From an optimization exercise on the open Yosys and OpenROAD flow, aimed at small area, a short achievable clock period and few clock cycles; shortcuts taken in it are not production practice. The RTL was checked by simulation tests, not by an equivalence proof against the original design. Power is estimated from default activity; no workload was simulated.

==> design.v <==
module drcore (
    input  wire        clk,
    input  wire        rst,
    input  wire        h_req,
    input  wire        h_we,
    input  wire [3:0]  h_reg,
    input  wire [35:0] h_wdata,
    output reg         h_ack,
    output reg  [35:0] h_rdata,
    output wire        m_req,
    output wire [35:0] m_addr,
    input  wire        m_gnt,
    input  wire        m_rvalid,
    input  wire [7:0]  m_rdata,
    output reg         s_valid,
    output reg         s_kind,
    output reg  [15:0] s_x,
    output reg  [15:0] s_y,
    output reg  [31:0] s_r,
    output reg  [31:0] s_g,
    output reg  [31:0] s_b,
    output reg  [31:0] s_a
);
    localparam [31:0] ONE  = 32'h3F80_0000;
    localparam [31:0] ZERO = 32'h0000_0000;
    localparam [31:0] RG16_ALPHA = ONE;
    localparam R_CMD = 4'd0, R_STATUS = 4'd1, R_WIDTH = 4'd2, R_HEIGHT = 4'd3,
               R_BUFLEN = 4'd4, R_CUR_BYTE = 4'd5, R_CUR_BIT = 4'd6, R_STEP = 4'd7,
               R_BPP = 4'd8, R_PIX = 4'd9, R_COLOR_R = 4'd10, R_COLOR_G = 4'd11,
               R_COLOR_B = 4'd12, R_COLOR_A = 4'd13;
    localparam [3:0] S_IDLE      = 4'd0,
                     S_ACK       = 4'd1,
                     S_SCAN_NEXT = 4'd2,
                     S_FETCH_REQ = 4'd3,
                     S_FETCH_WAIT= 4'd4,
                     S_NORM_START= 4'd5,
                     S_NORM_DIV  = 4'd6,
                     S_NORM_ROUND= 4'd7,
                     S_NEXT_CH   = 4'd8,
                     S_ASSEMBLE  = 4'd9;
    reg         oob;
    reg  [15:0] width, height;
    reg  [35:0] buflen, cur_byte, step;
    reg  [2:0]  cur_bit;
    reg  [7:0]  bpp;
    reg  [31:0] pix;
    reg  [31:0] color_r, color_g, color_b, color_a;
    reg  [3:0]   state;
    reg          scanning;       
    reg  [4:0]   dfmt;           
    reg  [31:0]  npix;           
    reg  [15:0]  px, py;         
    reg  [135:0] win;            
    reg  [4:0]   fb_cnt;         
    reg  [4:0]   nbytes;         
    reg  [1:0]   ch;             
    reg  [31:0]  chan0, chan1, chan2, chan3;
    reg  [4:0]   nk;             
    reg  [16:0]  rem;            
    reg  [23:0]  quo;            
    reg  [4:0]   it;             
    wire [2:0] op       = h_wdata[7:5];
    wire [4:0] cmd_fmt  = h_wdata[4:0];
    reg  [7:0] cmd_bits;
    always @* begin
        case (cmd_fmt)
            5'd0:  cmd_bits = 8'd1;
            5'd1:  cmd_bits = 8'd2;
            5'd2:  cmd_bits = 8'd4;
            5'd3:  cmd_bits = 8'd8;
            5'd4:  cmd_bits = 8'd16;
            5'd5:  cmd_bits = 8'd16;
            5'd6:  cmd_bits = 8'd32;
            5'd7:  cmd_bits = 8'd8;
            5'd8:  cmd_bits = 8'd16;
            5'd9:  cmd_bits = 8'd16;
            5'd10: cmd_bits = 8'd32;
            5'd11: cmd_bits = 8'd24;
            5'd12: cmd_bits = 8'd48;
            5'd13: cmd_bits = 8'd32;
            5'd14: cmd_bits = 8'd64;
            5'd15: cmd_bits = 8'd128;
            default: cmd_bits = 8'd0;
        endcase
    end
    reg  [7:0] d_bits;
    always @* begin
        case (dfmt)
            5'd0:  d_bits = 8'd1;
            5'd1:  d_bits = 8'd2;
            5'd2:  d_bits = 8'd4;
            5'd3:  d_bits = 8'd8;
            5'd4:  d_bits = 8'd16;
            5'd5:  d_bits = 8'd16;
            5'd6:  d_bits = 8'd32;
            5'd7:  d_bits = 8'd8;
            5'd8:  d_bits = 8'd16;
            5'd9:  d_bits = 8'd16;
            5'd10: d_bits = 8'd32;
            5'd11: d_bits = 8'd24;
            5'd12: d_bits = 8'd48;
            5'd13: d_bits = 8'd32;
            5'd14: d_bits = 8'd64;
            5'd15: d_bits = 8'd128;
            default: d_bits = 8'd0;
        endcase
    end
    reg  [2:0] d_nch;
    reg  [5:0] d_sw;
    always @* begin
        case (dfmt)
            5'd0:  begin d_nch = 3'd1; d_sw = 6'd1;  end
            5'd1:  begin d_nch = 3'd1; d_sw = 6'd2;  end
            5'd2:  begin d_nch = 3'd1; d_sw = 6'd4;  end
            5'd3:  begin d_nch = 3'd1; d_sw = 6'd8;  end
            5'd4:  begin d_nch = 3'd1; d_sw = 6'd16; end
            5'd5:  begin d_nch = 3'd2; d_sw = 6'd8;  end
            5'd6:  begin d_nch = 3'd2; d_sw = 6'd16; end
            5'd7:  begin d_nch = 3'd1; d_sw = 6'd8;  end
            5'd8:  begin d_nch = 3'd1; d_sw = 6'd16; end
            5'd9:  begin d_nch = 3'd2; d_sw = 6'd8;  end
            5'd10: begin d_nch = 3'd2; d_sw = 6'd16; end
            5'd11: begin d_nch = 3'd3; d_sw = 6'd8;  end
            5'd12: begin d_nch = 3'd3; d_sw = 6'd16; end
            5'd13: begin d_nch = 3'd4; d_sw = 6'd8;  end
            5'd14: begin d_nch = 3'd4; d_sw = 6'd16; end
            5'd15: begin d_nch = 3'd4; d_sw = 6'd32; end
            default: begin d_nch = 3'd0; d_sw = 6'd0; end
        endcase
    end
    wire [8:0]  dec_span   = {6'd0, cur_bit} + {1'b0, cmd_bits} + 9'd7;
    wire [4:0]  dec_nb     = dec_span[7:3];
    wire        dec_oob    = ({1'b0, cur_byte} + {32'd0, dec_nb}) > {1'b0, buflen};
    wire [31:0] scan_n     = width * height;
    wire [39:0] scan_nbits = scan_n * cmd_bits;
    wire [39:0] scan_need  = (scan_nbits + 40'd7) >> 3;
    wire        scan_oob   = scan_need > {4'd0, buflen};
    wire [36:0] adv_t      = {34'd0, cur_bit} + {1'b0, step};
    wire [8:0]  pix_span   = {6'd0, cur_bit} + {1'b0, d_bits} + 9'd7;
    wire [8:0]  pix_t      = {6'd0, cur_bit} + {1'b0, d_bits};
    assign m_req  = (state == S_FETCH_REQ);
    assign m_addr = cur_byte + {31'd0, fb_cnt};
    wire [7:0]   samp_off = {1'b0, cur_bit} + ch * d_sw;
    wire [135:0] win_sh   = win >> samp_off;
    reg  [31:0]  samp;
    reg  [16:0]  dvs;        
    always @* begin
        case (d_sw)
            6'd1:    begin samp = {31'd0, win_sh[0]};     dvs = 17'd1;     end
            6'd2:    begin samp = {30'd0, win_sh[1:0]};   dvs = 17'd3;     end
            6'd4:    begin samp = {28'd0, win_sh[3:0]};   dvs = 17'd15;    end
            6'd8:    begin samp = {24'd0, win_sh[7:0]};   dvs = 17'd255;   end
            6'd16:   begin samp = {16'd0, win_sh[15:0]};  dvs = 17'd65535; end
            default: begin samp = win_sh[31:0];           dvs = 17'd1;     end
        endcase
    end
    reg [4:0]  k_min;
    reg [32:0] v_sh;
    integer    i;
    always @* begin
        k_min = 5'd0;
        for (i = 16; i >= 0; i = i - 1) begin
            v_sh = {1'b0, samp} << i;
            if (v_sh >= {16'd0, dvs})
                k_min = i[4:0];
        end
    end
    wire [32:0] v_k = {1'b0, samp} << k_min;
    wire [17:0] rem2     = {rem, 1'b0};
    wire        rem_ge   = rem2 >= {1'b0, dvs};
    wire [17:0] rem_next = rem_ge ? rem2 - {1'b0, dvs} : rem2;
    wire [24:0] quo_rnd  = {1'b0, quo} + {24'd0, (rem2 > {1'b0, dvs})};
    wire [7:0]  exp_f    = 8'd127 - {3'd0, nk};
    reg [31:0] out_r, out_g, out_b, out_a;
    always @* begin
        case (dfmt)
            5'd0, 5'd1, 5'd2, 5'd3, 5'd4:
                begin out_r = chan0; out_g = chan0; out_b = chan0; out_a = ONE;   end
            5'd5, 5'd6:
                begin out_r = chan0; out_g = chan0; out_b = chan0; out_a = chan1; end
            5'd7, 5'd8:
                begin out_r = chan0; out_g = ZERO;  out_b = ZERO;  out_a = ONE;   end
            5'd9:
                begin out_r = chan0; out_g = chan1; out_b = ZERO;  out_a = ONE;   end
            5'd10:
                begin out_r = chan0; out_g = chan1; out_b = ZERO;  out_a = RG16_ALPHA; end
            5'd11, 5'd12:
                begin out_r = chan0; out_g = chan1; out_b = chan2; out_a = ONE;   end
            5'd13, 5'd14, 5'd15:
                begin out_r = chan0; out_g = chan1; out_b = chan2; out_a = chan3; end
            default:
                begin out_r = ZERO;  out_g = ZERO;  out_b = ZERO;  out_a = ZERO;  end
        endcase
    end
    always @(posedge clk) begin
        if (rst) begin
            state    <= S_IDLE;
            h_ack    <= 1'b0;
            h_rdata  <= 36'd0;
            s_valid  <= 1'b0;
            s_kind   <= 1'b0;
            s_x      <= 16'd0;
            s_y      <= 16'd0;
            s_r      <= ZERO;
            s_g      <= ZERO;
            s_b      <= ZERO;
            s_a      <= ZERO;
            oob      <= 1'b0;
            width    <= 16'd0;
            height   <= 16'd0;
            buflen   <= 36'd0;
            cur_byte <= 36'd0;
            cur_bit  <= 3'd0;
            step     <= 36'd0;
            bpp      <= 8'd0;
            pix      <= 32'd0;
            color_r  <= ZERO;
            color_g  <= ZERO;
            color_b  <= ZERO;
            color_a  <= ZERO;
            scanning <= 1'b0;
            dfmt     <= 5'd0;
            npix     <= 32'd0;
            px       <= 16'd0;
            py       <= 16'd0;
            win      <= 136'd0;
            fb_cnt   <= 5'd0;
            nbytes   <= 5'd0;
            ch       <= 2'd0;
            chan0    <= ZERO;
            chan1    <= ZERO;
            chan2    <= ZERO;
            chan3    <= ZERO;
            nk       <= 5'd0;
            rem      <= 17'd0;
            quo      <= 24'd0;
            it       <= 5'd0;
        end else begin
            h_ack   <= 1'b0;
            s_valid <= 1'b0;
            case (state)
                S_IDLE: if (h_req) begin
                    if (!h_we) begin
                        case (h_reg)
                            R_STATUS:   h_rdata <= {35'd0, oob};
                            R_WIDTH:    h_rdata <= {20'd0, width};
                            R_HEIGHT:   h_rdata <= {20'd0, height};
                            R_BUFLEN:   h_rdata <= buflen;
                            R_CUR_BYTE: h_rdata <= cur_byte;
                            R_CUR_BIT:  h_rdata <= {33'd0, cur_bit};
                            R_STEP:     h_rdata <= step;
                            R_BPP:      h_rdata <= {28'd0, bpp};
                            R_PIX:      h_rdata <= {4'd0, pix};
                            R_COLOR_R:  h_rdata <= {4'd0, color_r};
                            R_COLOR_G:  h_rdata <= {4'd0, color_g};
                            R_COLOR_B:  h_rdata <= {4'd0, color_b};
                            R_COLOR_A:  h_rdata <= {4'd0, color_a};
                            default:    h_rdata <= 36'd0;
                        endcase
                        h_ack <= 1'b1;
                        state <= S_ACK;
                    end else begin
                        h_ack <= 1'b1;
                        state <= S_ACK;
                        case (h_reg)
                            R_WIDTH:    width    <= h_wdata[15:0];
                            R_HEIGHT:   height   <= h_wdata[15:0];
                            R_BUFLEN:   buflen   <= h_wdata;
                            R_CUR_BYTE: cur_byte <= h_wdata;
                            R_CUR_BIT:  cur_bit  <= h_wdata[2:0];
                            R_STEP:     step     <= h_wdata;
                            R_CMD: begin
                                case (op)
                                    3'b001: bpp <= cmd_bits;               
                                    3'b010: begin                          
                                        if (cmd_bits == 8'd0) begin
                                            color_r <= ZERO;
                                            color_g <= ZERO;
                                            color_b <= ZERO;
                                            color_a <= ZERO;
                                        end else if (dec_oob) begin
                                            oob <= 1'b1;
                                        end else begin
                                            h_ack    <= 1'b0;
                                            scanning <= 1'b0;
                                            dfmt     <= cmd_fmt;
                                            fb_cnt   <= 5'd0;
                                            nbytes   <= dec_nb;
                                            win      <= 136'd0;
                                            state    <= S_FETCH_REQ;
                                        end
                                    end
                                    3'b011: if (cmd_fmt == 5'd0) begin     
                                        cur_bit  <= adv_t[2:0];
                                        cur_byte <= cur_byte + adv_t[36:3];
                                    end
                                    3'b100: begin                          
                                        if (scan_oob) begin
                                            oob <= 1'b1;
                                        end else begin
                                            h_ack    <= 1'b0;
                                            scanning <= 1'b1;
                                            dfmt     <= cmd_fmt;
                                            npix     <= scan_n;
                                            cur_byte <= 36'd0;
                                            cur_bit  <= 3'd0;
                                            pix      <= 32'd0;
                                            px       <= 16'd0;
                                            py       <= 16'd0;
                                            state    <= S_SCAN_NEXT;
                                        end
                                    end
                                    default: ;                             
                                endcase
                            end
                            default: ;                                     
                        endcase
                    end
                end
                S_ACK: state <= S_IDLE;
                S_SCAN_NEXT: begin
                    if (pix == npix) begin
                        s_valid  <= 1'b1;
                        s_kind   <= 1'b1;
                        s_x      <= 16'd0;
                        s_y      <= 16'd0;
                        s_r      <= ZERO;
                        s_g      <= ZERO;
                        s_b      <= ZERO;
                        s_a      <= ZERO;
                        scanning <= 1'b0;
                        h_ack    <= 1'b1;
                        state    <= S_ACK;
                    end else if (d_bits == 8'd0) begin
                        chan0 <= ZERO;
                        chan1 <= ZERO;
                        chan2 <= ZERO;
                        chan3 <= ZERO;
                        state <= S_ASSEMBLE;
                    end else begin
                        fb_cnt <= 5'd0;
                        nbytes <= pix_span[7:3];
                        win    <= 136'd0;
                        state  <= S_FETCH_REQ;
                    end
                end
                S_FETCH_REQ: if (m_gnt) state <= S_FETCH_WAIT;
                S_FETCH_WAIT: if (m_rvalid) begin
                    win[fb_cnt*8 +: 8] <= m_rdata;
                    fb_cnt <= fb_cnt + 5'd1;
                    if (fb_cnt + 5'd1 == nbytes) begin
                        ch    <= 2'd0;
                        state <= S_NORM_START;
                    end else begin
                        state <= S_FETCH_REQ;
                    end
                end
                S_NORM_START: begin
                    if (d_sw == 6'd32) begin
                        case (ch)
                            2'd0: chan0 <= samp;
                            2'd1: chan1 <= samp;
                            2'd2: chan2 <= samp;
                            default: chan3 <= samp;
                        endcase
                        state <= S_NEXT_CH;
                    end else if (samp == 32'd0) begin
                        case (ch)
                            2'd0: chan0 <= ZERO;
                            2'd1: chan1 <= ZERO;
                            2'd2: chan2 <= ZERO;
                            default: chan3 <= ZERO;
                        endcase
                        state <= S_NEXT_CH;
                    end else begin
                        nk    <= k_min;
                        rem   <= v_k[16:0] - dvs;
                        quo   <= 24'd1;
                        it    <= 5'd23;
                        state <= S_NORM_DIV;
                    end
                end
                S_NORM_DIV: begin
                    rem <= rem_next[16:0];
                    quo <= {quo[22:0], rem_ge};
                    it  <= it - 5'd1;
                    if (it == 5'd1)
                        state <= S_NORM_ROUND;
                end
                S_NORM_ROUND: begin
                    case (ch)
                        2'd0: chan0 <= {1'b0, exp_f, quo_rnd[22:0]};
                        2'd1: chan1 <= {1'b0, exp_f, quo_rnd[22:0]};
                        2'd2: chan2 <= {1'b0, exp_f, quo_rnd[22:0]};
                        default: chan3 <= {1'b0, exp_f, quo_rnd[22:0]};
                    endcase
                    state <= S_NEXT_CH;
                end
                S_NEXT_CH: begin
                    if ({1'b0, ch} + 3'd1 < d_nch) begin
                        ch    <= ch + 2'd1;
                        state <= S_NORM_START;
                    end else begin
                        state <= S_ASSEMBLE;
                    end
                end
                S_ASSEMBLE: begin
                    if (scanning) begin
                        s_valid  <= 1'b1;
                        s_kind   <= 1'b0;
                        s_x      <= px;
                        s_y      <= py;
                        s_r      <= out_r;
                        s_g      <= out_g;
                        s_b      <= out_b;
                        s_a      <= out_a;
                        cur_bit  <= pix_t[2:0];
                        cur_byte <= cur_byte + {30'd0, pix_t[8:3]};
                        pix      <= pix + 32'd1;
                        if (px == width - 16'd1) begin
                            px <= 16'd0;
                            py <= py + 16'd1;
                        end else begin
                            px <= px + 16'd1;
                        end
                        state    <= S_SCAN_NEXT;
                    end else begin
                        color_r <= out_r;
                        color_g <= out_g;
                        color_b <= out_b;
                        color_a <= out_a;
                        h_ack   <= 1'b1;
                        state   <= S_ACK;
                    end
                end
                default: state <= S_IDLE;
            endcase
        end
    end
endmodule
==> run.sh <==
#!/bin/bash
# synth_recipe.tcl (not shown) runs the flow's synth.tcl, then flattens the netlist and writes it again
# the make line also repeats each setting of config.mk as NAME=value (left out here)
make -C /OpenROAD-flow-scripts/flow DESIGN_CONFIG=/design/flow/config.mk WORK_HOME=/design/flow/orfs CLKGATE_MAP_FILE= SYNTH_SCRIPT=/design/flow/synth_recipe.tcl finish
==> config.mk <==
export PLATFORM = sky130hd
export DESIGN_NAME = drcore
export DESIGN_NICKNAME = drcore
export VERILOG_FILES = /design/flow/design.v
export SDC_FILE = /design/flow/constraint.sdc
export NUM_CORES = 4
export LEC_CHECK = 0
export CAP_MARGIN = 20
export CORE_MARGIN = 2
export CORE_UTILIZATION = 40
export SLEW_MARGIN = 20
==> constraint.sdc <==
create_clock -name core_clock -period 16.0 [get_ports {clk}]
set_input_delay 3.2000 -clock core_clock [delete_from_list [all_inputs] [get_ports {clk}]]
set_output_delay 3.2000 -clock core_clock [all_outputs]
set_load 0.01 [all_outputs]
==> run notes <==
==> cell usage after synthesis (all sizes together), types with 61 or more instances <==
library cell and number:
a21o 88, nand4 61, inv 575, ha 385, fa 384, nor2 1362
a211oi 66, mux4 154, nand3 200, dfxtp 924, mux2 108, buf 98
xor2 161, a31oi 130, nand2 962, clkbuf 520, a221oi 72, xnor2 200
nor3 213, a21oi 629, mux2i 232, a22oi 362, and2 180, nor4 63
o21ai 251
==> state kept, by name (all words and copies together), names as in the netlist, 36 cells and up, named ones only <==
name and cells:
cur_byte 36, step 36, buflen 36, win 136
h_rdata 36
==> critical path, delay by kind of cell (launching register included) <==
kind,cells,cell delay [ns]
compound gates,18,4.27
buf+inv,9,0.92
fa+ha+maj,14,6.43
simple gates,10,1.46
xor+xnor,2,0.72
flops,1,0.69
mux,1,0.45
==> kinds of logic after synthesis <==
family,count (synthesis),synth area share [%]
other,1,0.005114
adder cells (fa/ha/maj),769,17.05
buffers and inverters,1194,6.337
flip-flops,924,25.23
XOR/XNOR,361,4.312
multiplexers,494,9.555
AO/OA/AOI/OAI,1933,17.15
AND/OR/NAND/NOR,3370,20.37
==> through the flow <==
stage | util [%] | hold slack [ns] | setup slack [ns]
after global placement | 42.93 | 0.4403 | 0.7747
after floorplan | - | 0.4357 | 1.939
after global routing | 44.95 | 0.4717 | 0.007663
after detailed placement | 42.93 | 0.4446 | 0.5274
after CTS | 44.92 | 0.4556 | 0.4910
final | 44.96 | 0.4512 | 0.8772
==> path summary, 6_finish.rpt <==
| kind | start | end | slack [ns] |
|---|---|---|---|
| hold / removal | h_rdata[0] | h_rdata[0] | 0.45 |
| setup reg to reg | width[6] | register | 0.88 |
| hold reg to reg | h_rdata[0] | h_rdata[0] | 0.45 |
| setup / recovery | width[6] | register | 0.88 |
==> power breakdown <==
group	internal, µW	total, µW	leakage [µW]	switching (µW)
Combinational	116	355	0.0237	239
Clock	1490	2590	0.00173	1100
Sequential	2300	2330	0.00745	21.9
==> final cells by class <==
type                       instances  share of cell area, %
multi-input combinational       6928                  61.51
tap                             2385                  3.633
sequential                       924                  22.53
clock inverter                    62                  1.145
timing repair buffer             465                  5.217
clock buffer                     125                  3.281
antenna                           14                0.04265
inverter                         576                  2.635
==> timing repair <==
| item | CTS | global route |
|---|---|---|
| hold buffers | 0 | 0 |
| endpoints found under the setup margin | 0 | 112 |
| hold endpoints to repair | 0 | 0 |
| resized for setup | 0 | 14 |
==> routing by layer <==
layer  vias to the layer above  wire length, µm
li1                      31300                -
met5                         -               38
met3                       754            24340
met4                         6            21310
met1                     34440           122400
met2                      3527           138200
==> insert_results.sql <==
INSERT INTO impl_metrics (metric_group, metric, value, unit) VALUES
('timing', 'final_hold_viols', '0', ''),
('power', 'cellPowerDensity', '64.12', 'nW/µm²'),
('synth', 'synth_enable_flop_cells', '0', ''),
('critical_path', 'arrival_time_of_the_worst_setup_path', '15.75', 'ns'),
('timing', 'post-route-period-util', '94.52', '%'),
('cts', 'clock_sinks', '924', ''),
('cts', 'cts.root.buffer_cell', 'clkbuf_16', ''),
('timing', 'setup_viol_count_final', '0', ''),
('final_layout', 'drive_gt1_share', '8.447', '%'),
('final_layout', 'area_of_combinational_cells_with_multiple_inputs', '50530', 'µm²'),
('outcome', 'outcome', 'timing/DRC/antenna clean', ''),
('timing', 'unrepaired_setup_endpoints_after_global_routing', 'no', ''),
('cts', 'clkLatencyLatePin', '0.77', 'ns'),
('placement', 'post-place-cells', '11280', ''),
('timing', 'timing.slew.headroom', '10.67', '%'),
('route', 'detail_route.wirelength', '306.3', 'mm'),
('final_layout', 'design.final.nets', '9817', ''),
('global_routing', 'wire_length_of_the_first_global_routing_pass', '446.5', 'mm'),
('hold_path', 'holdCritPathClass', 'reg -> reg', ''),
('timing', 'fmax', '66.13', 'MHz'),
('final_layout', 'layout.area.seq', '18510', 'µm²'),
('synth', 'seq_area_frac_synth', '25.23', '%'),
('floorplan', 'core_area', '182700', 'µm²'),
('route', 'initialDrtViolationCount', '8074', ''),
('route', 'dr_total_vias', '70030', ''),
('flow_run', 'timing.max_cap.violations', '0', ''),
('route', 'detail_route.vias_per_cell', '6.101', ''),
('critical_path', 'required', '16.63', 'ns'),
('final_layout', 'layout.cells.most_common_list', 'nor2_1 (1348), nand2_1 (956), dfxtp_1 (915)', ''),
('critical_path', 'critical_path.max_fanout', '12', ''),
('synth', 'synth_top_flop_cell', 'dfxtp_1', ''),
('synth', 'synthDominantAreaCellType', 'dfxtp_1', ''),
('synth', 'synth.lib_cells_used.distinct', '102', ''),
('critical_path', 'crit_path_max_incr_delay', '0.69', 'ns'),
('critical_path', 'worst_setup_ep_type', 'register', ''),
('global_routing', 'groute.layer.met3.usage', '4.627', '%'),
('synth', 'async_reset_ff_share', '0', '%'),
('cts', 'clkTransAtPathRegs', '0.06', 'ns'),
('route', 'route.antenna.remaining_nets', '0', ''),
('cts', 'tritoncts', 'yes', ''),
('floorplan', 'io-pin-count', '290', ''),
('critical_path', 'cpMaxStageDelayCell', 'dfxtp_1', ''),
('cts', 'cts_htree_levels', '3', ''),
('global_routing', 'gr-usage-met2', '50.00', '%'),
('global_routing', 'grt_util_all_layers', '31.80', '%'),
('final_layout', 'final_cell_area', '82140', 'µm²'),
('floorplan', 'initial_utilization', '40.14', '%'),
('critical_path', 'crit_type', 'reg -> reg', ''),
('route', 'first_pass_iters', '9', ''),
('critical_path', 'critical_path.startpoint_type', 'register', ''),
('timing', 'tightestPinTransition', '1.306', 'ns'),
('timing', 'worst_clock_skew', '0.07006', 'ns'),
('floorplan', 'fp-row-count', '157', ''),
('timing', 'final-max-slew-violation-count', '0', ''),
('critical_path', 'crit_top_cell', 'fa_1', ''),
('placement', 'placedInstanceArea', '78420', 'µm²'),
('power', 'static-leakage-power', '0.03289', 'µW'),
('floorplan', 'design.die.area', '186800', 'µm²'),
('synth', 'yosysWarnings', '1', ''),
('global_routing', 'gr-usage-met1', '41.14', '%'),
('cts', 'number_of_buffers_inserted_during_clock_tree_synthesis', '99', ''),
('global_routing', 'global_route.overflow_total', '0', ''),
('timing', 'layout_min_cycle_time', '15.12', 'ns'),
('placement', 'detailedPlacementHpwl', '233.9', 'mm'),
('final_layout', 'finish.cell_count_without_fillers', '11480', ''),
('hold_path', 'worst_hold_depth', '2', ''),
('power', 'maximum_vdd_ir_drop', '0.1065', 'mV'),
('route', 'drc', '0', ''),
('final_layout', 'layout.filler_cells', '18130', ''),
('placement', 'placement.io_buffers', '289', ''),
('global_routing', 'first_global_vias', '66600', '');
Testbench counts, summed over its fixed seeds: cycles 424,560.

==> static timing again, ports no longer ideal <==
In the flow no input, the clock included, has a driving cell. The finished layout below was timed again as built, in two steps. Step 1: set_driving_cell puts a clkbuf_16 on clk and a buf_2 on each other input, an assumption about the parent block. Step 2 also shifts input and output timing later by t, the mid clock arrival at the registers, as if the neighbouring blocks saw the same clock. Slacks: ideal ports / drivers / drivers and shift; pairs: ideal ports / drivers.
t (ns): 0.813
setup slack, ns: 0.877 / 0.877 / 0.820
worst register clock-pin slew, ns: 0.07 / 0.07
After both steps setup and hold are still met in this run. The setup slack of this run moves by 0.000 ns with the drivers and by -0.057 ns with both steps.
